From an optimization exercise on the open Yosys and OpenROAD flow, aimed at small area and few clock cycles; shortcuts taken in it are not production practice.
Only simulation tests tie the RTL to the original design; equivalence was not proved.
No driver is modelled on the clock port, so clocking that relies on it looks cheaper here than on a real chip.
Power figures rest on the tool's default switching activity, not on a simulated workload.

===== flow/flow/run.sh =====
#!/bin/bash
set -euo pipefail
W=$PWD
# ORFS synth.tcl with one line added after its preamble: use $MY_ABC_SCRIPT for abc
awk '{print} /^source \$::env\(SCRIPTS_DIR\)\/synth_preamble.tcl/ {print "set abc_args [lreplace $abc_args 1 1 $::env(MY_ABC_SCRIPT)]"}' \
  "$FLOW_HOME/scripts/synth.tcl" > "$W/my_synth_core.tcl"
grep -q MY_ABC_SCRIPT "$W/my_synth_core.tcl"
# The standard flow's synthesis script, sourcing that copy
sed "s#source \$::env(SCRIPTS_DIR)/synth.tcl#source $W/my_synth_core.tcl#" "$W/synth_recipe.tcl" > "$W/my_synth_recipe.tcl"
grep -q my_synth_core "$W/my_synth_recipe.tcl"
# standard.sh, using that synthesis script
sed "s#SYNTH_SCRIPT=[^ ]*synth_recipe.tcl#SYNTH_SCRIPT=$W/my_synth_recipe.tcl#" "$W/standard.sh" > "$W/my_standard.sh"
grep -q my_synth_recipe "$W/my_standard.sh"
export MY_ABC_SCRIPT="$W/flow/area.abc"
export BUFFER_PORTS_ARGS="-buffer_cell sky130_fd_sc_hd__buf_1"

R=$W/orfs/results/$FLOW_PLATFORM/spe_cqm/base
L=$W/orfs/logs/$FLOW_PLATFORM/spe_cqm/base
bash my_standard.sh place > standard_place.log 2>&1
for d in 40 35 30 26 22 18 14; do
  export CTS_ARGS="-sink_clustering_enable -repair_clock_nets -dont_use_dummy_load -buf_list sky130_fd_sc_hd__clkbuf_4 -sink_clustering_size 30 -sink_clustering_max_diameter $d"
  bash my_standard.sh clean_cts > /dev/null 2>&1
  bash my_standard.sh cts > standard_cts_d$d.log 2>&1
  cp "$L/4_1_cts.log" "$W/cts_d$d.log"
  CTS_ODB=$R/4_cts.odb CTS_SDC=$R/4_cts.sdc openroad -no_init -exit flow/clkslew.tcl > clkslew_d$d.log 2>&1
  s=$(awk '/^CLKSLEW/ {print $2}' clkslew_d$d.log)
  echo "diameter $d: clock-pin slew $s" >> cts_choice.log
  if awk -v s="$s" 'BEGIN {exit !(s != "" && s <= 0.115)}'; then break; fi
done
bash my_standard.sh > standard.log 2>&1

===== flow/flow/area.abc =====
&get -n
&st
&syn2
&dch
&nf -R 1000
&st
&syn2
&dch
&nf -R 1000
&put
topo
stime -c
dnsize -c

===== flow/flow/clkslew.tcl =====
# Prints the largest clock-pin slew (ns) of the flip-flops in the CTS result.
set P $::env(FLOW_HOME)/platforms/sky130hd
read_lef $P/lef/sky130_fd_sc_hd.tlef
read_lef $P/lef/sky130_fd_sc_hd_merged.lef
read_liberty $P/lib/sky130_fd_sc_hd__tt_025C_1v80.lib
read_db $::env(CTS_ODB)
read_sdc $::env(CTS_SDC)
source $P/setRC.tcl
set_propagated_clock [all_clocks]
estimate_parasitics -placement
set mx 0
foreach p [get_pins -hierarchical */CLK] {
  set s [get_property $p slew_max]
  if {$s > $mx} { set mx $s }
}
puts "CLKSLEW $mx"

===== flow/standard.sh =====
#!/bin/bash
# synth_recipe.tcl (not shown) runs the flow's synth.tcl, then flattens the netlist and writes it again
# the make line also repeats each setting of config.mk as NAME=value (left out here)
make -C /OpenROAD-flow-scripts/flow DESIGN_CONFIG=/design/flow/config.mk WORK_HOME=/design/flow/orfs CLKGATE_MAP_FILE= SYNTH_SCRIPT=/design/flow/synth_recipe.tcl "${@:-finish}"

===== flow/config.mk =====
export PLATFORM = sky130hd
export DESIGN_NAME = spe_cqm
export DESIGN_NICKNAME = spe_cqm
export VERILOG_FILES = /design/flow/design.v
export SDC_FILE = /design/flow/constraint.sdc
export NUM_CORES = 4
export LEC_CHECK = 0
export CAP_MARGIN = 20
export CORE_MARGIN = 2
export CORE_UTILIZATION = 40
export PLACE_DENSITY = 0.62
export SLEW_MARGIN = 20

===== flow/constraint.sdc =====
create_clock -name core_clock -period 6.0 [get_ports {clk}]
set_input_delay 1.2000 -clock core_clock [delete_from_list [all_inputs] [get_ports {clk}]]
set_output_delay 1.2000 -clock core_clock [all_outputs]
set_load 0.01 [all_outputs]

===== flow/design.v =====
module spe_cqm (
    input  wire       clk,
    input  wire       rst,
    input  wire       op_valid,
    output reg        op_ready,
    input  wire [2:0] op_code,
    input  wire [7:0] op_tag,
    input  wire [2:0] op_target,
    input  wire [2:0] op_lun,
    input  wire [2:0] op_outcome,
    output reg        resp_valid,
    output reg  [2:0] resp_code,
    output reg  [7:0] resp_tag,
    output reg  [2:0] resp_target,
    output reg  [2:0] resp_lun,
    output reg        resp_cb,
    output reg  [7:0] resp_cb_tag,
    output reg  [2:0] resp_cb_outcome,
    output wire [4:0] issue_count,
    output wire [4:0] disc_count,
    output wire       cur_valid,
    output wire [7:0] cur_tag,
    output wire [2:0] cur_target,
    output wire [2:0] cur_lun,
    output wire       done_valid,
    output wire [7:0] done_tag,
    output wire [2:0] done_outcome
);
    localparam R_OK       = 3'd0;
    localparam R_FULL     = 3'd1;
    localparam R_EMPTY    = 3'd2;
    localparam R_BUSY     = 3'd3;
    localparam R_NOTFOUND = 3'd4;
    localparam R_ISSUE    = 3'd5;
    localparam R_DISC     = 3'd6;
    integer i;
    reg [13:0] iq [0:15];        
    reg [3:0]  iq_head;
    reg [3:0]  iq_tail;          
    reg [4:0]  iq_cnt;
    reg [13:0] dq [0:15];
    reg [15:0] dq_v;
    reg [4:0]  dq_cnt;
    reg        cur_v;
    reg [13:0] cur_d;
    reg        done_v;
    reg [7:0]  done_t;
    reg [2:0]  done_o;
    assign issue_count  = iq_cnt;
    assign disc_count   = dq_cnt;
    assign cur_valid    = cur_v;
    assign cur_tag      = cur_d[13:6];
    assign cur_target   = cur_d[5:3];
    assign cur_lun      = cur_d[2:0];
    assign done_valid   = done_v;
    assign done_tag     = done_t;
    assign done_outcome = done_o;
    wire fire     = op_valid & op_ready;
    wire is_enq   = (op_code == 3'd0);
    wire is_take  = (op_code == 3'd1);
    wire is_resel = (op_code == 3'd2);
    wire is_rem   = (op_code == 3'd3);
    wire is_park  = (op_code == 3'd4);
    wire is_fin   = (op_code == 3'd5);
    wire is_pf    = (op_code == 3'd6);
    wire is_drain = (op_code == 3'd7);
    wire [13:0] op_d = {op_tag, op_target, op_lun};
    wire       iq_full  = iq_cnt[4];
    wire       iq_empty = (iq_cnt == 5'd0);
    reg [15:0] th, tt, hd, tl, iq_val;
    always @(*) begin
        for (i = 0; i < 16; i = i + 1) begin
            th[i] = (i >= iq_head);
            tt[i] = (i >= iq_tail);
            hd[i] = (i == iq_head);
            tl[i] = (i == iq_tail);
        end
        iq_val = iq_full ? 16'hffff :
                 iq_empty ? 16'h0000 :
                 (|(th & ~tt)) ? (th & ~tt) : (th | ~tt);
    end
    reg [15:0] iq_hit;
    always @(*)
        for (i = 0; i < 16; i = i + 1)
            iq_hit[i] = iq_val[i] & (iq[i][13:6] == op_tag);
    wire iq_any = |iq_hit;
    reg [15:0] dq_tag_hit, dq_nx_hit;
    always @(*)
        for (i = 0; i < 16; i = i + 1) begin
            dq_tag_hit[i] = dq_v[i] & (dq[i][13:6] == op_tag);
            dq_nx_hit[i]  = dq_v[i] & (dq[i][5:0] == {op_target, op_lun});
        end
    wire dq_tag_any = |dq_tag_hit;
    wire dq_nx_any  = |dq_nx_hit;
    wire dq_full    = dq_cnt[4];
    reg [15:0] dq_free;
    reg        seen;
    always @(*) begin
        seen = 1'b0;
        for (i = 0; i < 16; i = i + 1) begin
            dq_free[i] = !dq_v[i] && !seen;
            seen = seen | !dq_v[i];
        end
    end
    wire enq_ok   = is_enq   & !iq_full;
    wire take_ok  = is_take  & !cur_v & !iq_empty;
    wire resel_ok = is_resel & !cur_v & dq_nx_any;
    wire rem_iq   = is_rem   & iq_any;
    wire rem_dq   = is_rem   & !iq_any & dq_tag_any;
    wire park_ok  = is_park  & cur_v & !dq_full;
    wire fin_ok   = is_fin   & cur_v;
    wire pf_ok    = is_pf    & cur_v & !iq_full;
    wire drain_ok = is_drain & done_v;
    reg [15:0] iq_sel, dq_sel;
    always @(*)
        for (i = 0; i < 16; i = i + 1) begin
            iq_sel[i] = (is_take & hd[i]) | (is_rem & iq_hit[i]);
            dq_sel[i] = (is_resel & dq_nx_hit[i]) | (is_rem & dq_tag_hit[i]);
        end
    reg [13:0] rd;
    always @(*) begin
        rd = 14'd0;
        for (i = 0; i < 16; i = i + 1)
            rd = rd | ({14{iq_sel[i]}} & iq[i]) | ({14{dq_sel[i]}} & dq[i]);
    end
    always @(posedge clk) begin
        if (rst) begin
            op_ready   <= 1'b0;
            resp_valid <= 1'b0;
            resp_cb    <= 1'b0;
            iq_head    <= 4'd0;
            iq_tail    <= 4'd0;
            iq_cnt     <= 5'd0;
            dq_v       <= 16'd0;
            dq_cnt     <= 5'd0;
            cur_v      <= 1'b0;
            done_v     <= 1'b0;
        end else begin
            op_ready   <= 1'b1;
            resp_valid <= fire;
            resp_cb    <= fire & ((is_fin & cur_v & done_v) | drain_ok);
            if (fire) begin
                if (take_ok)    iq_head <= iq_head + 4'd1;
                else if (pf_ok) iq_head <= iq_head - 4'd1;
                if (enq_ok)      iq_tail <= iq_tail + 4'd1;
                else if (rem_iq) iq_tail <= iq_tail - 4'd1;
                if (enq_ok | pf_ok)        iq_cnt <= iq_cnt + 5'd1;
                else if (take_ok | rem_iq) iq_cnt <= iq_cnt - 5'd1;
                if (park_ok)               dq_cnt <= dq_cnt + 5'd1;
                else if (resel_ok | rem_dq) dq_cnt <= dq_cnt - 5'd1;
                for (i = 0; i < 16; i = i + 1) begin
                    if (park_ok & dq_free[i]) dq_v[i] <= 1'b1;
                    if ((resel_ok & dq_nx_hit[i]) | (rem_dq & dq_tag_hit[i])) dq_v[i] <= 1'b0;
                end
                if (take_ok | resel_ok)         cur_v <= 1'b1;
                else if (park_ok | fin_ok | pf_ok) cur_v <= 1'b0;
                if (fin_ok)        done_v <= 1'b1;
                else if (drain_ok) done_v <= 1'b0;
            end
        end
    end
    always @(posedge clk) begin
        resp_cb_tag     <= done_t;
        resp_cb_outcome <= done_o;
        if (is_enq)
            {resp_tag, resp_target, resp_lun} <= op_d;
        else if (is_take | is_resel | is_rem)
            {resp_tag, resp_target, resp_lun} <= rd;
        else if (is_drain)
            resp_tag <= done_t;
        else
            {resp_tag, resp_target, resp_lun} <= cur_d;
        case (op_code)
            3'd0: resp_code <= iq_full ? R_FULL : R_OK;
            3'd1: resp_code <= cur_v ? R_BUSY : iq_empty ? R_EMPTY : R_OK;
            3'd2: resp_code <= cur_v ? R_BUSY : !dq_nx_any ? R_NOTFOUND : R_OK;
            3'd3: resp_code <= iq_any ? R_ISSUE : dq_tag_any ? R_DISC : R_NOTFOUND;
            3'd4: resp_code <= !cur_v ? R_EMPTY : dq_full ? R_FULL : R_OK;
            3'd5: resp_code <= !cur_v ? R_EMPTY : R_OK;
            3'd6: resp_code <= !cur_v ? R_EMPTY : iq_full ? R_FULL : R_OK;
            default: resp_code <= !done_v ? R_EMPTY : R_OK;
        endcase
    end
    always @(posedge clk) begin
        if (fire & (take_ok | resel_ok)) cur_d <= rd;
        if (fire & fin_ok) begin
            done_t <= cur_d[13:6];
            done_o <= op_outcome;
        end
    end
    reg [15:0] pre;
    reg        hit_ge_head;
    reg [15:0] sh, wr, hold;
    wire [13:0] bus = is_enq ? op_d : cur_d;
    always @(*) begin
        pre[0] = iq_hit[0];
        for (i = 1; i < 16; i = i + 1) pre[i] = pre[i-1] | iq_hit[i];
        hit_ge_head = |(iq_hit & th);
        for (i = 0; i < 16; i = i + 1) begin
            sh[i]   = fire & rem_iq & (th[i] ? (pre[i] & hit_ge_head) : (pre[i] | hit_ge_head));
            wr[i]   = fire & ((enq_ok & tl[i]) | (pf_ok & hd[(i + 1) % 16]));
            hold[i] = !sh[i] & !wr[i];
        end
    end
    always @(posedge clk)
        for (i = 0; i < 16; i = i + 1)
            iq[i] <= ({14{hold[i]}} & iq[i]) | ({14{sh[i]}} & iq[(i + 1) % 16]) |
                     ({14{wr[i]}} & bus);
    always @(posedge clk)
        for (i = 0; i < 16; i = i + 1)
            if (fire & park_ok & dq_free[i]) dq[i] <= cur_d;
endmodule

==> impl_metrics.json <==
{
  "ios": 91,
  "gr-usage-met2_pct": 58.95,
  "final_nets": 2919,
  "grt_max_degree": 32,
  "syn-cell-area_mm2": 0.02593,
  "synth_common_cells": "dfxtp_1 (285), edfxtp_1 (255), nor2_1 (198)",
  "netlist_instances": 2451,
  "yosys_register_bits": 540,
  "wl_per_cell_um": 34.79,
  "drive_gt1_share_pct": 12.84,
  "track_usage_pct": 38.06,
  "worst_path_max_delay_cell": "a21oi_1",
  "initial_core_util_pct": 40.37,
  "hold_class": "flip-flop to flip-flop",
  "grt-busiest-layer": "met2",
  "drc_errors": 0,
  "grt_overflow": 0,
  "synth-edff-count": 255,
  "finalPower_mw": 6.525,
  "met1_usage_pct": 48.95,
  "grt_pass1_vias": 24560,
  "pwr_density_cell_mw_per_mm2": 216.1,
  "die_w_um": 258.6,
  "clock_latency_ns": 0.93,
  "rsz0062_at_grt": "no",
  "die_h_um": 258.6,
  "yosysTopAreaCell": "edfxtp_1",
  "ys_seq_area_share_pct": 51.53,
  "synth_top_area_share_pct": 29.53,
  "drtIter0Drc": 4007,
  "portBuffers": 90,
  "cts-root-buf": "clkbuf_4",
  "setup_violations": 0,
  "vias": 25620,
  "yosysMostFrequentCell": "dfxtp_1",
  "fmax_mhz": 176.5,
  "hpwl_mm": 96.30,
  "gr-usage-met3_pct": 6.974,
  "stdcell_count": 3731,
  "r2r_start": "iq_head[0]$_SDFFE_PP0P_",
  "synth_ff_type": "dfxtp_1",
  "cp.arrival_ns": 6.46,
  "area_growth_pct": 16.43,
  "clock_sinks": 540,
  "slew_headroom_pct": 14.80,
  "period_share_pct": 94.45,
  "cp_max_fo": 14,
  "hold_violations": 0,
  "cts_tree": "yes",
  "syn_area_per_cell_um2": 10.58,
  "htree_levels": 3,
  "multiInputGateArea_mm2": 0.01242,
  "syn-num-nets": 2494,
  "cts_hold_buffers": 0,
  "yosysUniqueCellTypes": 55,
  "required_ns": 6.79,
  "place_congestion": 1.050,
  "leakagePower_nw": 10.15,
  "async_reset_ff_share_pct": 0,
  "synthTopCellsByArea": "edfxtp_1 (30%), dfxtp_1 (22%), a22oi_1 (5.3%), xnor2_1 (5.1%), a221o_1 (4.2%)",
  "startpoint": "iq_head[0]$_SDFFE_PP0P_",
  "ys.warnings.count": 3,
  "status": "timing/DRC/antenna clean",
  "rows": 93,
  "vias_per_cell": 6.865,
  "clkTransAtPathRegs_ns": 0.11,
  "antenna_found_initial": 1,
  "crit_chain": "clkinv_1 > buf_4 > ha_1 > clkinv_1 > a21oi_1 > and3_1 > nor3_1 > nand4_1 > buf_4 > nand2_1 > a21oi_1 > nor3_1 > a221oi_1 > o211ai_1 > nor4b_4 > clkinv_1 > buf_4 > a21oi_1 > nor2_1 > a21oi_1 > buf_4 > a22oi_1 > o21ai_0",
  "core_mm2": 0.06423,
  "critPathMaxStageDelay_ns": 0.45,
  "crit_path_end_kind": "flip-flop",
  "startpoint_type": "flip-flop",
  "worst-setup-path-type": "flip-flop to flip-flop",
  "cap_violations": 0,
  "drtPass1Iterations": 9,
  "min-delay-start": "done_o[1]$_DFFE_PP_",
  "final_max_slew_viol_count": 0,
  "cts_made_buffers": 102,
  "worstMarginPinSlew_ns": 1.270,
  "fin_util_pct": 47.01,
  "period_needed_ns": 5.667,
  "fill_cells": 6177,
  "skew_ns": 0.1427,
  "clockBufferDepth": 3,
  "peakVddDrop_mv": 0.1558,
  "die-area_mm2": 0.06688,
  "ant_nets": 0,
  "wirelength_mm": 129.8,
  "seq_area_mm2": 0.01336,
  "grt_pass1_wl_mm": 183.3,
  "placed_cells": 3625
}
==> timing repair <==
item / CTS / global route
gates resized for setup: 2 / 3
pin swaps: 0 / 1
endpoints found under the setup margin: 103 / 133
setup buffers: 0 / 2
==> cell type report <==
cell class / count / area share, %
flip-flops and latches: 540 / 44.26
multi-input cells: 1839 / 41.12
repair buffers: 323 / 7.650
well taps: 855 / 3.543
clock buffers: 102 / 2.536
inverters: 70 / 0.8702
diodes: 2 / 0.01658
==> metrics by stage <==
step	setup slack, ns	area [um2]	setup TNS [ns]	hold WS, ns
floorplan	0.05381	25930	0	0.4156
global placement	-0.4061	29380	-34.04	0.3536
detailed placement	-0.2134	29390	-12.17	0.3596
CTS	0.05921	30170	0	0.3859
global route	0.007057	30190	0	0.4109
finish	0.3330	30190	0	0.3860
==> worst max-delay path, delay by kind of cell (launching register included) <==
family	cells	cell delay (ns)
AOI/OAI and AO/OA	8	2.12
and+or+nand+nor	7	1.43
buffers and inverters	7	1.36
adders and majority gates	1	0.31
DFF	1	0.37
==> routing by layer <==
| metal | share of wire [%] | wire length (um) | vias up |
|---|---|---|---|
| met2 | 44 | 57260 | 1898 |
| li1 | - | - | 10690 |
| met1 | 38 | 49330 | 12580 |
| met3 | 10 | 13560 | 452 |
| met4 | 7.4 | 9650 | 0 |
| met5 | 0 | 0 | - |
==> cells in the final DEF (no fill, tap or decap), types with 46 or more instances in the layout <==
master / n
o21ai_0: 175
edfxtp_1: 255
nor2_1: 198
a21oi_1: 87
a22oi_1: 182
clkbuf_4: 102
a221oi_1: 55
nor3_1: 46
xnor2_1: 151
a221o_1: 109
buf_4: 216
o22ai_1: 52
clkinv_1: 70
dfxtp_1: 284
buf_1: 82
xor2_1: 93
nand4_1: 60
nand2_1: 169
==> final timing paths <==
kind         slack [ns]  depth (start not counted)                          to
min reg2reg        0.39                          0  resp_cb_outcome[1]$_DFF_P_
max reg2reg        0.33                         23           iq[0][12]$_DFF_P_
min                0.39                          0  resp_cb_outcome[1]$_DFF_P_
max                0.33                         23           iq[0][12]$_DFF_P_
==> state kept, by name (all words and copies together) (netlist names), 8 cells and up <==
register and count:
cur_d 14, done_t 8, dq 224, dq_v 16, iq 224, resp_cb_tag 8, resp_tag 8
==> kinds of logic (layout without fill, tap and decap cells) <==
kind of cell             count (synthesis)  after routing  share of synthesized area, %
AO/OA/AOI/OAI                          899            899                         25.39
AND/OR/NAND/NOR                        656            656                         11.97
flip-flops                             540            540                         51.53
XOR/XNOR                               244            244                         8.241
buffers and inverters                   72            495                         1.071
adder cells (fa/ha/maj)                 25             25                         1.216
multiplexers                            15             15                        0.5790
other                                    0              2                             0
==> power breakdown <==
group	switching, mW	internal [mW]	total (mW)
clock network	1.32	0.769	2.08
logic	0.333	0.172	0.505
registers	0.0666	3.87	3.94
Testbench counts, summed over its fixed seeds: cycles 32,008.

==> port drivers added, routing unchanged <==
The flow's constraints put no driver on any port. The routed layout listed below was extracted and timed again, unchanged, in two steps.
Step 1: set_driving_cell puts a clkbuf_16 on clk and a buf_2 on each other input, an assumption about the parent block.
Step 2, shift: input delay + t, output delay - t, t = (earliest + latest rising clock arrival at the registers) / 2. This alone moves slack from input paths to output paths.
Slacks: ideal ports / drivers / drivers and shift; pairs: ideal ports / drivers.
shift t [ns]: 0.916
setup WS [ns]: 0.333 / 0.333 / -0.186
worst setup path at the end: input to register
cell pins on the clock port's net: 1
Met with ideal ports but missed after step 2: setup timing in this run. The setup slack of this run moves by 0.000 ns with the drivers and by -0.519 ns with both steps.
